Context: an optimization exercise on an open-source flow, tuned for small area, a short achievable clock period and few clock cycles. The choices shown serve that exercise and are no tape-out recipe. Only the layout flow was run in this run; the RTL was not checked for function there. Power figures rest on the tool's default switching activity, not on a simulated workload.

**config.mk**
```make
export PLATFORM = sky130hd
export DESIGN_NAME = r62_idcodec
export DESIGN_NICKNAME = r62_idcodec
export VERILOG_FILES = /design/flow/design.v
export SDC_FILE = /design/flow/constraint.sdc
export NUM_CORES = 4
export LEC_CHECK = 0
export CAP_MARGIN = 20
export CORE_MARGIN = 2
export CORE_UTILIZATION = 40
export SLEW_MARGIN = 20
```
**constraint.sdc**
```tcl
create_clock -name core_clock -period 12.0 [get_ports {clk}]
set_input_delay 2.4000 -clock core_clock [delete_from_list [all_inputs] [get_ports {clk}]]
set_output_delay 2.4000 -clock core_clock [all_outputs]
set_load 0.01 [all_outputs]
```
**design.v**
```verilog
module r62_idcodec (
    input  wire         clk,
    input  wire         rst,         
    input  wire         start,       
    input  wire         op,          
    input  wire [63:0]  now_ms,      
    input  wire [63:0]  ent_in,      
    input  wire [31:0]  len_in,      
    input  wire [175:0] text_in,     
    output wire         ready,
    output reg          done,
    output reg          gen_err,     
    output wire [2:0]   pstat,       
    output wire [127:0] val_out,     
    output wire [175:0] text_out,    
    output wire [63:0]  tsms_out,    
    output reg  [4:0]   errpos,      
    output reg  [7:0]   errchr       
);
    localparam [63:0] EPOCH_MS = 64'd1577836800000;   
    localparam [15:0] CRC_RES  = 16'h84CF;            
    localparam integer K     = 8;           
    localparam integer NSTEP = 128 / K;
    localparam integer NDATA = 112 / K;     
    localparam integer CW    = $clog2(NSTEP);
    localparam [2:0] PS_OK       = 3'd1,
                     PS_BAD_LEN  = 3'd2,
                     PS_BAD_FMT  = 3'd3,
                     PS_DEC_ERR  = 3'd4,
                     PS_BAD_CRC  = 3'd5;
    localparam [1:0] S_IDLE = 2'd0,
                     S_GEN  = 2'd1,
                     S_PAR  = 2'd2;
    reg [1:0]   state;
    reg [CW-1:0] cnt;
    reg [127:0] val;
    reg [131:0] dig;       
    reg [15:0]  crc;       
    reg [2:0]   pk;        
    assign ready   = (state == S_IDLE);
    assign val_out = val;
    function [6:0] digit_of;    
        input [7:0] c;
        reg   [7:0] d;
        begin
            if (c >= 8'h30 && c <= 8'h39)      begin d = c - 8'h30;          digit_of = {1'b0, d[5:0]}; end
            else if (c >= 8'h41 && c <= 8'h5A) begin d = c - 8'h41 + 8'd10; digit_of = {1'b0, d[5:0]}; end
            else if (c >= 8'h61 && c <= 8'h7A) begin d = c - 8'h61 + 8'd36; digit_of = {1'b0, d[5:0]}; end
            else                               begin d = 8'h00;              digit_of = 7'h40;          end
        end
    endfunction
    function [7:0] sym_of;
        input [5:0] d;
        begin
            if (d < 6'd10)      sym_of = 8'h30 + {2'b00, d};
            else if (d < 6'd36) sym_of = 8'h41 + {2'b00, d} - 8'd10;
            else                sym_of = 8'h61 + {2'b00, d} - 8'd36;
        end
    endfunction
    wire [64:0] elapsed = {now_ms[63], now_ms} - {1'b0, EPOCH_MS};
    wire        ts_bad  = elapsed[64] | (|elapsed[63:48]);
    wire        len_bad = (len_in != 32'd22);
    reg  [131:0] in_dig;
    reg  [21:0]  in_inv;
    reg  [6:0]   dc;
    reg          found;
    reg  [4:0]   in_pos;
    reg  [7:0]   in_chr;
    integer      i;
    always @* begin
        found  = 1'b0;
        in_pos = 5'd0;
        in_chr = 8'd0;
        for (i = 0; i < 22; i = i + 1) begin
            dc = digit_of(text_in[175-8*i -: 8]);
            in_dig[131-6*i -: 6] = dc[5:0];
            in_inv[i] = dc[6];
            if (dc[6] && !found) begin
                found  = 1'b1;
                in_pos = i;
                in_chr = text_in[175-8*i -: 8];
            end
        end
    end
    wire [K-1:0] feed = (cnt < NDATA) ? val[127 -: K] : crc[15 -: K];
    reg [15:0]  g_crc;
    reg [131:0] g_dig;
    reg [131:0] gd;
    reg         cy, ge;
    reg [5:0]   d;
    integer     b, j;
    always @* begin
        g_crc = crc;
        gd    = dig;
        for (b = K - 1; b >= 0; b = b - 1) begin
            g_crc = {g_crc[14:0], 1'b0} ^ ((g_crc[15] ^ feed[b]) ? 16'h1021 : 16'h0000);
            cy = feed[b];
            for (j = 21; j >= 0; j = j - 1) begin
                d  = gd[131-6*j -: 6];
                ge = d[5] | (&d[4:0]);                  
                d  = ge ? (d + 6'd1) : d;               
                gd[131-6*j -: 6] = {d[4:0], cy};
                cy = ge;
            end
        end
        g_dig = gd;
    end
    reg [15:0]  p_crc;
    reg [131:0] p_dig;
    reg [K-1:0] p_bits;
    reg [131:0] pd;
    reg         br, nb;
    reg [5:0]   e;
    integer     c, m;
    always @* begin
        p_crc = crc;
        pd    = dig;
        for (c = 0; c < K; c = c + 1) begin
            br = 1'b0;
            for (m = 0; m < 22; m = m + 1) begin
                e  = pd[131-6*m -: 6];
                nb = e[0];
                pd[131-6*m -: 6] = br ? ({1'b0, e[5:1]} + 6'd31) : {1'b0, e[5:1]};
                br = nb;
            end
            p_bits[c] = br;
            p_crc = p_crc ^ {15'd0, br};
            p_crc = p_crc[0] ? ({1'b0, p_crc[15:1]} ^ 16'h8810) : {1'b0, p_crc[15:1]};
        end
        p_dig = pd;
    end
    wire ovf = |dig;
    assign pstat    = (pk != 3'd0) ? pk : ovf ? PS_DEC_ERR :
                      (crc == CRC_RES) ? PS_OK : PS_BAD_CRC;
    assign tsms_out = {16'h0000, val[127:80]} + EPOCH_MS;
    genvar t;
    generate
        for (t = 0; t < 22; t = t + 1) begin : g_txt
            assign text_out[175-8*t -: 8] = sym_of(dig[131-6*t -: 6]);
        end
    endgenerate
    always @(posedge clk) begin
        if (rst) begin
            state <= S_IDLE;
            done  <= 1'b0;
        end else begin
            done <= 1'b0;
            case (state)
            S_IDLE: begin
                val     <= {elapsed[47:0], ent_in, 16'h0000};
                dig     <= op ? in_dig : 132'd0;
                crc     <= op ? 16'h0000 : 16'hFFFF;
                cnt     <= {CW{1'b0}};
                gen_err <= ts_bad;
                pk      <= len_bad ? PS_BAD_LEN : (|in_inv) ? PS_BAD_FMT : 3'd0;
                errpos  <= in_pos;
                errchr  <= in_chr;
                if (start) begin
                    if (!op) begin
                        if (ts_bad) done  <= 1'b1;
                        else        state <= S_GEN;
                    end else begin
                        if (len_bad || (|in_inv)) done  <= 1'b1;
                        else                      state <= S_PAR;
                    end
                end
            end
            S_GEN: begin
                crc <= g_crc;
                dig <= g_dig;
                val <= {val[127-K:0], feed};
                cnt <= cnt + 1'b1;
                if (cnt == NSTEP - 1) begin
                    done  <= 1'b1;
                    state <= S_IDLE;
                end
            end
            S_PAR: begin
                crc <= p_crc;
                dig <= p_dig;
                val <= {p_bits[0 +: K] , val[127:K]};
                cnt <= cnt + 1'b1;
                if (cnt == NSTEP - 1) begin
                    done  <= 1'b1;
                    state <= S_IDLE;
                end
            end
            default: state <= S_IDLE;
            endcase
        end
    end
endmodule
```
**run.sh**
```bash
#!/bin/bash
# synth_recipe.tcl (not shown) runs the flow's synth.tcl, then flattens the netlist and writes it again
# the make line also repeats each setting of config.mk as NAME=value (left out here)
make -C /OpenROAD-flow-scripts/flow DESIGN_CONFIG=/design/flow/config.mk WORK_HOME=/design/flow/orfs CLKGATE_MAP_FILE= SYNTH_SCRIPT=/design/flow/synth_recipe.tcl finish
```
==> run notes <==
cell families (layout without fill, tap and decap cells):
kind of cell / count (synthesis) / in the layout
and+or+nand+nor: 3963 / 3963
AOI/OAI and AO/OA: 3951 / 3951
buffers and inverters: 1191 / 1545
xor gates and xnor gates: 1170 / 1170
adders and majority gates: 722 / 722
muxes: 331 / 331
DFF: 299 / 299
other: 1 / 119
metrics by stage:
step / cell area (um2) / instances / total power [uW] / worst slack (ns) / hold slack, ns
detailed placement: 94490 / 14752 / 14560 / 2.860 / 0.5338
finish: 96210 / 14921 / 16190 / 2.720 / 0.5402
CTS: 95960 / 14834 / 16040 / 2.853 / 0.5417
global route: 96150 / 14896 / 17700 / 2.154 / 0.5719
global placement: 94480 / 14752 / 14190 / 3.017 / 0.5206
floorplan: 85690 / 11664 / 11540 / 1.823 / 0.4598
flip-flops by register name, summed over array words and instances, names as in the netlist:
signal,count
dig,132
val,128
crc,16
errchr,8
errpos,5
cnt,4
pk,2
state,2
done,1
gen_err,1
critical path: cells and delay by family (launching register included):
kind / cells / cell delay, ns
AO/OA/AOI/OAI: 15 / 5.42
AND/OR/NAND/NOR: 5 / 1.16
flip-flops: 1 / 0.58
adder cells (fa/ha/maj): 3 / 0.85
buffers and inverters: 2 / 0.57
XOR/XNOR: 2 / 0.44
power breakdown:
group          switching [uW]  internal [uW]
Clock                     606            770
Combinational            8160           5260
Sequential                171           1230
area by class of cell:
| class | count | area, um2 | share of cell area [%] |
|---|---|---|---|
| clock inverters | 30 | 294.0 | 0.3056 |
| flip-flops and latches | 299 | 8949 | 9.301 |
| repair buffers | 752 | 7380 | 7.670 |
| inverters | 711 | 2669 | 2.774 |
| well taps | 2821 | 3530 | 3.669 |
| diodes | 82 | 205.2 | 0.2133 |
| multi-input cells | 10174 | 72010 | 74.85 |
| clock buffers | 52 | 1174 | 1.220 |
Yosys cell counts, types with 73 or more instances:
cell type / instances / share of area, %
mux2_2: 81 / 1.1
edfxtp_1: 296 / 10
ha_1: 721 / 11
o22ai_1: 104 / 0.76
o21ai_1: 83 / 0.49
a21o_1: 94 / 0.82
or3_1: 111 / 0.81
mux2i_1: 241 / 2.8
and2_1: 141 / 1.0
nor4_1: 86 / 0.63
nand2_1: 1008 / 4.4
nand4_1: 154 / 1.1
inv_1: 669 / 2.9
clkbuf_1: 295 / 1.3
a221oi_1: 108 / 1.1
o221ai_1: 82 / 0.84
buf_2: 73 / 0.43
a22oi_1: 154 / 1.4
nor3b_1: 98 / 0.86
a31oi_1: 213 / 1.6
and3_1: 147 / 1.1
nand3_1: 415 / 2.4
a21oi_1: 776 / 4.5
o21ai_0: 647 / 3.8
xnor2_1: 789 / 8.1
xor2_1: 365 / 3.7
nor2_1: 813 / 3.6
a211oi_1: 134 / 1.2
nand2b_1: 150 / 1.1
or2_2: 108 / 0.79
o21a_1: 131 / 1.1
o211ai_1: 185 / 1.6
nor3_1: 268 / 1.6
o31ai_1: 89 / 0.78
nor2b_1: 83 / 0.61
how the worst max path moves through the flow:
stage	slack, ns	endpoint
after global routing	2.15	dig[123]
after global placement	3.02	errchr[6]
after CTS	2.85	dig[123]
final	2.72	dig[123]
after detailed placement	2.86	errchr[6]
after floorplan	1.82	cnt[0]
per-layer routing:
| layer | up-vias | track usage [%] | share of wire [%] | routed length [um] |
|---|---|---|---|---|
| li1 | 44922 | - | - | - |
| met1 | 45329 | 38.15 | 42 | 146000 |
| met2 | 3369 | 48.85 | 46 | 158900 |
| met3 | 593 | 3.081 | 5.7 | 19760 |
| met4 | 20 | 17.13 | 6.2 | 21460 |
| met5 | - | 0 | 0.039 | 134 |
==> out/results.ini <==
[global_route]
grt_pass1_vias=86127
gr-total-overflow=0
grt_usage_pct=29.88
grt_antenna_before_repair=99
grt_pass1_wl_um=518600
grt_max_degree=153

[worst_setup_path]
cpMaxStageDelayCell=a21oi_2
startpoint=dig[121]
r2r_start=dig[121]
reg2reg_to=dig[123]
required_ns=12.41
crit_type=flip-flop to flip-flop
critPathLaunchType=flip-flop
cp-end-kind=flip-flop
cp_max_fo=12
ff2ff_path_depth=27
r2r_slack_ns=2.72
slowest_delay_ns=0.66
cp.arrival_ns=9.69

[floorplan]
dieWidth_um=466.5
die_area_um2=217600
num_io_pins=727
initial_core_util_pct=40.30
die_h_um=466.5
rows=169
core_area_um2=212300

[sta]
tightest_slew_ns=1.249
period_share_pct=77.33
period_needed_ns=9.280
setup-violations-final=0
fin_worst_skew_ns=0.04398
max_freq_mhz=107.8
relSlewSlack_pct=16.77
hold_violations=0
rsz0062_at_grt=no
drv_slew=0
final.setup.tns_ns=0

[cts]
cts_sinks=299
clkTransAtPathRegs_ns=0.06
ctsResizeCount=0
clock-root-buffer=clkbuf_16
clock_latency_ns=0.68
post_cts_buffers=0
htreeDepth=2
cts_tree=built
ctsHoldBuffers=0
cts_buffers=46
cts_buffer_depth=3

[pwr]
ir_drop_mv=0.1605
power_density_nw_per_um2=168.3
power_leakage_uw=0.03609

[routing]
viasPerCell=6.315
drc=0
wl_per_cell_um=23.21
routed_wl_um=346300
postRouteAntennaNets=0
drt_iter0_drc=8514
dr.pass1.iters=6
vias=94233

[synth]
synth_xor_area_share_pct=12.14
netlist_area_um2=85550
synth_mux_area_share_pct=4.044
synthAdderAreaFrac_pct=10.56
synth_enable_flop_cells=296
syn_avg_cell_area_um2=7.358
synthArstFlopShare_pct=0
ys_ff_latch=299
yosysWarnings=1
synth_compound_gate_area_share_pct=33.22
yosysSeqAreaShare_pct=10.46
synth_top_family_by_area=compound AO/OA/AOI/OAI gates
synth-main-ff-cell=edfxtp_1
ys_types=160
syn_inst=11628
yosys.area_share.simple_pct=23.89

[final_layout]
final_common_cell=nand2_1
areaGrowthSynthToFinish_pct=12.45
layout.nets=13045
drive_above_1_share_pct=6.124
mostFrequentLayoutCells=1,005 x nand2_1, 812 x nor2_1, 788 x xnor2_1
final_core_util_pct=45.32
fill_cells=21332

[placed_design]
place_congestion=0.9880
dpl.hpwl_um=281600
port_buffers=689

[worst_hold_path]
worstHoldPathCells=2
hold_class=flip-flop to flip-flop
hold_path_end=state[0]
timing.hold.worst.start=state[0]

[run_status]
status=finished clean

[job]
drv_cap=0

==> port drivers added, routing unchanged <==
How much do the figures lean on ideal ports? The routed layout below was timed once more, with nothing changed but the port constraints. Step 1 (the two cells are an assumption about what drives the block):
set clk [get_ports {clk}]
set_driving_cell -lib_cell sky130_fd_sc_hd__clkbuf_16 $clk
set_driving_cell -lib_cell sky130_fd_sc_hd__buf_2 [delete_from_list [all_inputs] $clk]
Step 2 adds t to the input delays and takes it off the output delays; t is the mean of the earliest and latest rising clock arrival at the registers after step 1. Input paths then give back, and output paths get back, about the clock's delay inside the block. a / b / c = ideal ports / drivers / drivers and shift; a / b = the first two.
shift t [ns]: 0.740
setup slack, ns: 2.720 / 2.720 / 2.640
latest minus earliest clock arrival (ns): 0.051 / 0.051
slew at the worst register clock pin (ns): 0.06 / 0.06
After both steps setup and hold are still met in this run. The setup slack of this run moves by 0.000 ns with the drivers and by -0.080 ns with both steps.
